This design comes from an exercise in tuning for a short achievable clock period and few clock cycles on the open sky130 flow, not from production work.
Only simulation tests tie the RTL to the original design; equivalence was not proved.
Power is estimated from default activity; no workload was simulated.

File: flow/constraint.sdc
create_clock -name core_clock -period 13.0 [get_ports {clk}]
set_input_delay 2.6000 -clock core_clock [delete_from_list [all_inputs] [get_ports {clk}]]
set_output_delay 2.6000 -clock core_clock [all_outputs]
set_load 0.01 [all_outputs]
File: flow/run.sh
#!/bin/bash
# synth_recipe.tcl (not shown) runs the flow's synth.tcl, then flattens the netlist and writes it again
# the make line also repeats each setting of config.mk as NAME=value (left out here)
make -C /OpenROAD-flow-scripts/flow DESIGN_CONFIG=/design/flow/config.mk WORK_HOME=/design/flow/orfs CLKGATE_MAP_FILE= SYNTH_SCRIPT=/design/flow/synth_recipe.tcl finish
File: flow/config.mk
export PLATFORM = sky130hd
export DESIGN_NAME = raster2d
export DESIGN_NICKNAME = raster2d
export VERILOG_FILES = /design/flow/design.v
export SDC_FILE = /design/flow/constraint.sdc
export NUM_CORES = 4
export LEC_CHECK = 0
export CAP_MARGIN = 20
export CORE_MARGIN = 2
export CORE_UTILIZATION = 40
export SLEW_MARGIN = 20
File: flow/design.v
module raster2d (
    input  wire        clk,
    input  wire        rst,
    input  wire        host_valid,
    output wire        host_ready,
    input  wire [4:0]  host_slot,      
    input  wire [3:0]  host_be,        
    input  wire [31:0] host_data,
    input  wire [15:0] cfg_base,
    input  wire [15:0] cfg_pitch,
    output reg         mem_req,
    output reg         mem_we,
    output reg  [15:0] mem_addr,
    output reg  [7:0]  mem_wdata,
    input  wire        mem_ready,
    input  wire [7:0]  mem_rdata,
    output wire        idle
);
    localparam QDEPTH = 4;
    reg [40:0] q_mem [0:QDEPTH-1];
    reg [1:0]  q_rd, q_wr;
    reg [2:0]  q_cnt;
    wire       q_push = host_valid && host_ready;
    wire       q_pop;
    wire [40:0] q_head = q_mem[q_rd];
    assign host_ready = (q_cnt != QDEPTH);
    always @(posedge clk) begin
        if (q_push)
            q_mem[q_wr] <= {host_slot, host_be, host_data};
    end
    always @(posedge clk) begin
        if (rst) begin
            q_rd  <= 2'd0;
            q_wr  <= 2'd0;
            q_cnt <= 3'd0;
        end else begin
            if (q_push) q_wr <= q_wr + 2'd1;
            if (q_pop)  q_rd <= q_rd + 2'd1;
            q_cnt <= q_cnt + (q_push ? 3'd1 : 3'd0) - (q_pop ? 3'd1 : 3'd0);
        end
    end
    reg [15:0] cur_x, cur_y, dest_x, dest_y, err_term, maj_cnt, cmd;
    reg [7:0]  bkgd_color, frgd_color, wrt_mask, rd_mask, color_cmp;
    reg [7:0]  bkgd_mix, frgd_mix;
    reg [11:0] mf_height;                        
    reg [11:0] clip_t, clip_l, clip_b, clip_r;   
    reg [1:0]  mixsel;                           
    reg        cmp_en, cmp_ne;                   
    reg [7:0]  mf_latch_lo;                      
    localparam S_IDLE     = 3'd0;
    localparam S_START    = 3'd1;
    localparam S_RD_SRC   = 3'd2;
    localparam S_WAIT_SRC = 3'd3;
    localparam S_RD_DST   = 3'd4;
    localparam S_WAIT_DST = 3'd5;
    localparam S_WRITE    = 3'd6;
    localparam T_LINE   = 3'd1;
    localparam T_RECT   = 3'd2;
    localparam T_BITBLT = 3'd6;
    localparam T_PATF   = 3'd7;
    reg [2:0]  state;
    reg [15:0] pix_i;      
    reg [11:0] pix_j;      
    reg [15:0] ln_x, ln_y;
    reg [33:0] ln_e;
    reg [7:0]  sv, dv;     
    assign q_pop = (state == S_IDLE) && (q_cnt != 3'd0);
    assign idle  = (state == S_IDLE) && (q_cnt == 3'd0);
    wire [2:0] ctype  = cmd[15:13];
    wire       pcdata = cmd[8];
    wire       ypos   = cmd[7];
    wire       ymaj   = cmd[6];
    wire       xpos   = cmd[5];
    wire       radial = cmd[3];
    wire [15:0] off_i = xpos ? pix_i : (16'd0 - pix_i);
    wire [15:0] off_j = ypos ? {4'd0, pix_j} : (16'd0 - {4'd0, pix_j});
    reg [15:0] dst_x, dst_y, src_x, src_y;
    always @(*) begin
        case (ctype)
            T_LINE: begin
                dst_x = ln_x;            dst_y = ln_y;
                src_x = ln_x;            src_y = ln_y;
            end
            T_BITBLT: begin
                dst_x = dest_x + off_i;  dst_y = dest_y + off_j;
                src_x = cur_x + off_i;   src_y = cur_y + off_j;
            end
            T_PATF: begin
                dst_x = dest_x + off_i;  dst_y = dest_y + off_j;
                src_x = cur_x + {13'd0, off_i[2:0]};
                src_y = cur_y + {13'd0, off_j[2:0]};
            end
            default: begin  
                dst_x = cur_x + off_i;   dst_y = cur_y + off_j;
                src_x = cur_x + off_i;   src_y = cur_y + off_j;
            end
        endcase
    end
    wire        use_src = (state == S_RD_SRC);
    wire [15:0] a_x = use_src ? src_x : dst_x;
    wire [15:0] a_y = use_src ? src_y : dst_y;
    wire [15:0] pix_addr = cfg_base + a_y * cfg_pitch + a_x;
    function [7:0] rop;
        input [3:0] mode;
        input [7:0] d;
        input [7:0] s;
        begin
            case (mode)
                4'd0:  rop = ~d;
                4'd1:  rop = 8'h00;
                4'd2:  rop = 8'hFF;
                4'd3:  rop = d;
                4'd4:  rop = ~s;
                4'd5:  rop = s ^ d;
                4'd6:  rop = ~(s ^ d);
                4'd7:  rop = s;
                4'd8:  rop = ~s | ~d;
                4'd9:  rop = d | ~s;
                4'd10: rop = ~d | s;
                4'd11: rop = s | d;
                4'd12: rop = s & d;
                4'd13: rop = s & ~d;
                4'd14: rop = ~s & d;
                default: rop = ~s & ~d;
            endcase
        end
    endfunction
    wire       fg      = (mixsel == 2'd3) ? ((sv & rd_mask) != 8'd0) : 1'b1;
    wire [7:0] mix     = fg ? frgd_mix : bkgd_mix;
    reg  [7:0] s_val;
    always @(*) begin
        case (mix[6:5])
            2'd0:    s_val = bkgd_color;
            2'd1:    s_val = frgd_color;
            2'd2:    s_val = 8'h00;       
            default: s_val = sv;
        endcase
    end
    wire [7:0] mixed   = (rop(mix[3:0], dv, s_val) & wrt_mask) | (dv & ~wrt_mask);
    wire       cmp_eq  = ((s_val ^ color_cmp) & rd_mask) == 8'd0;
    wire       skip    = cmp_en && (cmp_ne ? !cmp_eq : cmp_eq);
    wire       in_clip = !dst_x[15] && !dst_y[15] &&
                         ({4'd0, clip_l} <= dst_x) && (dst_x <= {4'd0, clip_r}) &&
                         ({4'd0, clip_t} <= dst_y) && (dst_y <= {4'd0, clip_b});
    wire       do_write = !skip && in_clip;
    wire [15:0] sx_step = xpos ? 16'd1 : 16'hFFFF;
    wire [15:0] sy_step = ypos ? 16'd1 : 16'hFFFF;
    wire [33:0] e_acc   = ln_e + {{18{dest_y[15]}}, dest_y};
    wire        e_ge    = $signed(e_acc) >= $signed({18'd0, maj_cnt});
    reg  [15:0] ln_x_nx, ln_y_nx;
    reg  [33:0] ln_e_nx;
    always @(*) begin
        ln_e_nx = e_acc;
        if (radial) begin
            case (cmd[7:5])
                3'd0: begin ln_x_nx = ln_x + 16'd1; ln_y_nx = ln_y;          end
                3'd1: begin ln_x_nx = ln_x + 16'd1; ln_y_nx = ln_y - 16'd1;  end
                3'd2: begin ln_x_nx = ln_x;         ln_y_nx = ln_y - 16'd1;  end
                3'd3: begin ln_x_nx = ln_x - 16'd1; ln_y_nx = ln_y - 16'd1;  end
                3'd4: begin ln_x_nx = ln_x - 16'd1; ln_y_nx = ln_y;          end
                3'd5: begin ln_x_nx = ln_x - 16'd1; ln_y_nx = ln_y + 16'd1;  end
                3'd6: begin ln_x_nx = ln_x;         ln_y_nx = ln_y + 16'd1;  end
                default: begin ln_x_nx = ln_x + 16'd1; ln_y_nx = ln_y + 16'd1; end
            endcase
        end else begin
            ln_x_nx = ln_x;
            ln_y_nx = ln_y;
            if (ymaj) ln_y_nx = ln_y + sy_step;
            else      ln_x_nx = ln_x + sx_step;
            if (e_ge) begin
                ln_e_nx = e_acc - {18'd0, maj_cnt};
                if (ymaj) ln_x_nx = ln_x + sx_step;
                else      ln_y_nx = ln_y + sy_step;
            end
        end
    end
    wire last_col = (pix_i == maj_cnt - 16'd1);
    wire last_row = (pix_j == mf_height - 12'd1);
    wire line_end = (pix_i == maj_cnt);
    wire [15:0] rows_h = ypos ? {4'd0, mf_height} : (16'd0 - {4'd0, mf_height});
    always @(*) begin
        mem_req   = 1'b0;
        mem_we    = 1'b0;
        mem_addr  = pix_addr;
        mem_wdata = mixed;
        case (state)
            S_RD_SRC: mem_req = 1'b1;
            S_RD_DST: mem_req = 1'b1;
            S_WRITE: begin
                mem_req = do_write;
                mem_we  = do_write;
            end
            default: ;
        endcase
    end
    wire [4:0]  e_slot = q_head[40:36];
    wire [3:0]  e_be   = q_head[35:32];
    wire [31:0] e_data = q_head[31:0];
    always @(posedge clk) begin
        if (rst) begin
            cur_x <= 16'd0; cur_y <= 16'd0; dest_x <= 16'd0; dest_y <= 16'd0;
            err_term <= 16'd0; maj_cnt <= 16'd0; cmd <= 16'd0;
            bkgd_color <= 8'd0; frgd_color <= 8'd0; wrt_mask <= 8'd0;
            rd_mask <= 8'd0; color_cmp <= 8'd0; bkgd_mix <= 8'd0; frgd_mix <= 8'd0;
            mf_height <= 12'd0; clip_t <= 12'd0; clip_l <= 12'd0;
            clip_b <= 12'd0; clip_r <= 12'd0; mixsel <= 2'd0;
            cmp_en <= 1'b0; cmp_ne <= 1'b0; mf_latch_lo <= 8'd0;
            state <= S_IDLE;
            pix_i <= 16'd0; pix_j <= 12'd0;
            ln_x <= 16'd0; ln_y <= 16'd0; ln_e <= 34'd0;
            sv <= 8'd0; dv <= 8'd0;
        end else begin
            case (state)
                S_IDLE: if (q_cnt != 3'd0) begin
                    case (e_slot)
                        5'd0: begin
                            if (e_be[0]) cur_x[7:0]  <= e_data[7:0];
                            if (e_be[1]) cur_x[15:8] <= e_data[15:8];
                        end
                        5'd1: begin
                            if (e_be[0]) cur_y[7:0]  <= e_data[7:0];
                            if (e_be[1]) cur_y[15:8] <= e_data[15:8];
                        end
                        5'd2: begin
                            if (e_be[0]) dest_x[7:0]  <= e_data[7:0];
                            if (e_be[1]) dest_x[15:8] <= e_data[15:8];
                        end
                        5'd3: begin
                            if (e_be[0]) dest_y[7:0]  <= e_data[7:0];
                            if (e_be[1]) dest_y[15:8] <= e_data[15:8];
                        end
                        5'd4: begin
                            if (e_be[0]) err_term[7:0]  <= e_data[7:0];
                            if (e_be[1]) err_term[15:8] <= e_data[15:8];
                        end
                        5'd5: begin
                            if (e_be[0]) maj_cnt[7:0]  <= e_data[7:0];
                            if (e_be[1]) maj_cnt[15:8] <= e_data[15:8];
                        end
                        5'd6: begin
                            if (e_be[0]) cmd[7:0]  <= e_data[7:0];
                            if (e_be[1]) begin
                                cmd[15:8] <= e_data[15:8];
                                state <= S_START;    
                            end
                        end
                        5'd8:  if (e_be[0]) bkgd_color <= e_data[7:0];
                        5'd9:  if (e_be[0]) frgd_color <= e_data[7:0];
                        5'd10: if (e_be[0]) wrt_mask   <= e_data[7:0];
                        5'd11: if (e_be[0]) rd_mask    <= e_data[7:0];
                        5'd12: if (e_be[0]) color_cmp  <= e_data[7:0];
                        5'd13: if (e_be[0]) bkgd_mix   <= e_data[7:0];
                        5'd14: if (e_be[0]) frgd_mix   <= e_data[7:0];
                        5'd15: begin
                            if (e_be[0]) mf_latch_lo <= e_data[7:0];
                            if (e_be[1]) begin
                                case (e_data[15:12])
                                    4'h0: mf_height <= {e_data[11:8], e_be[0] ? e_data[7:0] : mf_latch_lo};
                                    4'h1: clip_t    <= {e_data[11:8], e_be[0] ? e_data[7:0] : mf_latch_lo};
                                    4'h2: clip_l    <= {e_data[11:8], e_be[0] ? e_data[7:0] : mf_latch_lo};
                                    4'h3: clip_b    <= {e_data[11:8], e_be[0] ? e_data[7:0] : mf_latch_lo};
                                    4'h4: clip_r    <= {e_data[11:8], e_be[0] ? e_data[7:0] : mf_latch_lo};
                                    4'hA: mixsel    <= e_be[0] ? e_data[7:6] : mf_latch_lo[7:6];
                                    4'hE: begin
                                        cmp_en <= e_data[8];
                                        cmp_ne <= e_be[0] ? e_data[7] : mf_latch_lo[7];
                                    end
                                    default: ;
                                endcase
                            end
                        end
                        default: ;
                    endcase
                end
                S_START: begin
                    pix_i <= 16'd0;
                    pix_j <= 12'd0;
                    ln_x  <= cur_x;
                    ln_y  <= cur_y;
                    ln_e  <= {{18{err_term[15]}}, err_term};
                    state <= S_IDLE;
                    if (!pcdata) begin
                        case (ctype)
                            T_LINE:
                                if (maj_cnt != 16'd0) state <= S_RD_SRC;
                            T_RECT, T_BITBLT, T_PATF:
                                if (maj_cnt != 16'd0 && mf_height != 12'd0) state <= S_RD_SRC;
                            default: ;
                        endcase
                    end
                end
                S_RD_SRC:   if (mem_ready) state <= S_WAIT_SRC;
                S_WAIT_SRC: begin sv <= mem_rdata; state <= S_RD_DST; end
                S_RD_DST:   if (mem_ready) state <= S_WAIT_DST;
                S_WAIT_DST: begin dv <= mem_rdata; state <= S_WRITE; end
                S_WRITE: if (!do_write || mem_ready) begin
                    state <= S_RD_SRC;
                    if (ctype == T_LINE) begin
                        ln_x  <= ln_x_nx;
                        ln_y  <= ln_y_nx;
                        ln_e  <= ln_e_nx;
                        pix_i <= pix_i + 16'd1;
                        if (line_end) begin
                            cur_x <= ln_x_nx;
                            cur_y <= ln_y_nx;
                            if (!radial) err_term <= ln_e_nx[15:0];
                            state <= S_IDLE;
                        end
                    end else if (last_col) begin
                        pix_i <= 16'd0;
                        pix_j <= pix_j + 12'd1;
                        if (last_row) begin
                            cur_y <= cur_y + rows_h;
                            if (ctype != T_RECT) dest_y <= dest_y + rows_h;
                            state <= S_IDLE;
                        end
                    end else begin
                        pix_i <= pix_i + 16'd1;
                    end
                end
                default: state <= S_IDLE;
            endcase
        end
    end
endmodule
==> flow_summary_export.csv <==
group,metric,value,unit
critical_path,r2r_slack,4.25,ns
critical_path,critPathKind,"reg2out",
placement,gp_congestion,0.948,
cts,htreeDepth,2,
final_layout,multi_input_comb_area,27400,sq um
pwr,power-per-cell-area,149,nW/um^2
synth,yosysTopAreaCell,"dfxtp_1",
synth,synth-edff-count,92,
final_layout,fin_nets,5255,
critical_path,crit_path_top_delay_cell,"fa_1",
synth,muxShareOfSynthArea,6.90,%
synth,synth_xor_area_share,8.18,%
floorplanning,core-area,96700,sq um
routing,drc,0,
timing,min_period,12.61,ns
critical_path,critPathArrivalTime,10.01,ns
synth,synth_cell_types,94,
cts,root_buffer,"clkbuf_16",
routing,drtAntennaViolNets,0,
placement,port_buffers,94,
global_route,grt_pass1_vias,33276,
routing,drt_pass1_iterations,7,
synth,synth_compound_area_share,19.5,%
synth,netlist_instances,4733,
routing,wire_per_inst,22.0,um
floorplanning,fp.dieH,317,um
global_route,grt_max_degree,87,
cts,cts_buffer_depth,3,
timing,fin_worst_skew,0.0242,ns
timing,worst_pin_slew,1.13,ns
routing,dr_total_vias,35354,
critical_path,required,10.40,ns
routing,drt-total-wl,133,mm
pwr,cellLeakagePower,18.2,nW
critical_path,crit_path_max_fanout,3,
synth,yosysTopAreaCellShare,17.9,%
cts,clock_latency,0.61,ns
cts,cts_tree,"yes",
synth,syn_area,39100,sq um
final_layout,stdcell_area,43200,sq um
synth,synth_top_family_by_area,"compound AO/OA/AOI/OAI gates",
synth,syn_avg_cell_area,8.26,sq um
global_route,antenna_found_initial,0,
timing,finalCritPeriodShare,97.0,%
timing,slew_headroom,24.6,%
cts,clock_sinks,442,
status,outcome,"complete, no violations",
pwr,p_clk_share,23.4,%
placement,dpl_cell_area,41300,sq um
critical_path,start_kind,"register",
routing,via_per_inst,5.84,
floorplanning,num_rows,114,
pwr,p_comb_share,52.6,%
floorplanning,die_x,317,um
pwr,ir_drop,0.161,mV
pwr,p_switching,2.75,mW
placement,hpwl,101,mm
final_layout,fillers,9689,
cts,cts_buffers,50,
timing,fmax,79.3,MHz
final_layout,n_antenna_cell,0,
synth,yosys_warnings,1,
final_layout,syn_to_final_growth,10.5,%
pwr,seqPwrFrac,24.0,%
timing,slew_viol_final,0,
global_route,grt_usage,26.0,%
synth,async_flop_share,0,%
critical_path,cpPeakStageDelay,0.58,ns
synth,yosys.cell_count.top_type,"nor2_1",
min_path,hold_class,"reg2reg",
pwr,p_int,3.69,mW
synth,synth_fa_ha_area_share,16.2,%
cts,cts.clk_slew.worst_paths,0.07,ns
synth,ys_seq_elements,442,
floorplanning,ios,113,
floorplanning,initial_core_util,40.4,%
critical_path,critPathCaptureType,"output port",
floorplanning,die_area,100000,sq um
synth,syn_nets,5253,
final_layout,regArea,9770,sq um
synth,synthFlopType,"dfxtp_1",
synth,yosysSeqAreaShare,25.0,%
global_route,grt-ovfl-total,0,
synth,synth_common_cells,"531 x nor2_1, 433 x nand2_1, 350 x dfxtp_1",
timing,final_hold_viol_count,0,
pwr,switching_share,42.7,%
timing,setup_viol,0,
final_layout,drive_gt1_share,6.24,%
pwr,finalPower,6.44,mW
synth,yosys.area_share.simple,18.9,%
job,cap_violations,0,
global_route,grt_pass1_wl,203,mm
synth,yosys-top-cells-area,"dfxtp_1 18%, ha_1 10%, edfxtp_1 7.1%, fa_1 6.2%, xnor2_1 5.1%",
routing,drtIter0Drc,3098,
-- registers in the layout (all words and copies together) (netlist names), 12 cells and up, named ones only --
register / flops
q_mem: 92
ln_e: 34
cur_x: 16
cur_y: 16
dest_x: 16
dest_y: 16
err_term: 16
ln_x: 16
ln_y: 16
maj_cnt: 16
pix_i: 16
clip_b: 12
clip_l: 12
clip_r: 12
clip_t: 12
mf_height: 12
pix_j: 12
-- critical path: cells and delay by family (launching register included) --
family | cells | cell delay, ns
AO/OA/AOI/OAI | 5 | 1.04
buffers and inverters | 3 | 0.55
AND/OR/NAND/NOR | 6 | 1.55
flip-flops | 1 | 0.31
XOR/XNOR | 12 | 2.35
adder cells (fa/ha/maj) | 8 | 3.58
-- final cells by class --
cell class / instances / share of cell area (%)
Clock inverter: 27 / 0.759
Clock buffer: 65 / 3.19
Multi-Input combinational cell: 3754 / 63.4
Timing Repair Buffer: 175 / 3.59
Sequential cell: 442 / 22.6
Tap cell: 1276 / 3.70
Inverter: 312 / 2.71
-- kinds of logic (layout without fill, tap and decap cells) --
family | count (synthesis) | in the layout
XOR/XNOR | 362 | 362
adder cells (fa/ha/maj) | 435 | 435
flip-flops | 442 | 442
AO/OA/AOI/OAI | 1137 | 1137
multiplexers | 237 | 237
buffers and inverters | 537 | 579
AND/OR/NAND/NOR | 1583 | 1583
-- power by group through the flow --
stage / logic (mW) / clock network [mW] / registers, mW
after floorplan: 2.16 / 0 / 1.55
final: 3.39 / 1.51 / 1.55
after global routing: 3.69 / 1.58 / 1.55
after global placement: 3.32 / 0 / 1.57
after detailed placement: 3.34 / 0 / 1.58
after CTS: 3.35 / 1.53 / 1.55
-- repair_timing --
action	CTS	global route
buffers inserted	0	1
hold buffers	0	0
gates cloned	0	0
resized for setup	7	16
setup endpoints to repair	1	1
pin swaps	1	1
-- through the flow --
stage	utilization [%]	cells	setup WS (ns)	hold WS, ns	setup TNS (ns)
floorplan	-	4733	1.74	0.432	0
global placement	42.8	5955	0.398	0.438	0
detailed placement	42.8	5955	0.313	0.445	0
CTS	44.5	6047	0.184	0.454	0
global route	44.7	6051	-0.0700	0.468	-0.0700
finish	44.7	6051	0.389	0.453	0
-- metal layers --
metal	up-vias	GRT usage [%]	part of all wire, %
met5	-	0	0
met4	0	8.60	3.6
met3	242	3.66	6.7
met2	1213	41.7	45
met1	16996	36.0	45
li1	16903	-	-
-- path summary, 6_finish.rpt --
path                            startpoint           end  cells after the start
worst max-delay path              pix_j[1]  mem_addr[15]                     34
worst min-delay path             clip_b[8]     clip_b[8]                      2
worst max register to register    pix_i[3]       ln_y[5]                     27
worst min register to register   clip_b[8]     clip_b[8]                      2
-- placed cells by master, fill, tap and decap left out, drive strengths merged, types with 66 or more instances in the layout --
cell type,instances
a21o,80
xor2,132
o21ai,185
buf,81
nand2,433
fa,121
a21oi,345
a211oi,67
mux2i,184
xnor2,228
clkbuf,66
and2,114
dfxtp,350
nand3,104
ha,314
nor2,532
clkdlybuf4s50,92
inv,317
edfxtp,92
nor3,95
Testbench counts, summed over its fixed seeds: cycles 382,862.

-- what the ideal ports hide --
No port has a modelled driver above. Below, the same layout with a new extraction and two added sets of constraints.
Step 1 (the two cells are an assumption about what drives the block):
set clk [get_ports {clk}]
set_driving_cell -lib_cell sky130_fd_sc_hd__clkbuf_16 $clk
set_driving_cell -lib_cell sky130_fd_sc_hd__buf_2 [delete_from_list [all_inputs] $clk]
Step 2 also shifts input and output timing later by t, the mid clock arrival at the registers, as if the neighbouring blocks saw the same clock.
Three values: ideal, step 1, step 2; two values: the first two.
shift t [ns]: 0.668
setup WS [ns]: 0.389 / 0.323 / 0.991
latest minus earliest clock arrival (ns): 0.024 / 0.024
After both steps this run still meets setup and hold. The setup slack of this run moves by -0.066 ns with the drivers and by +0.602 ns with both steps.
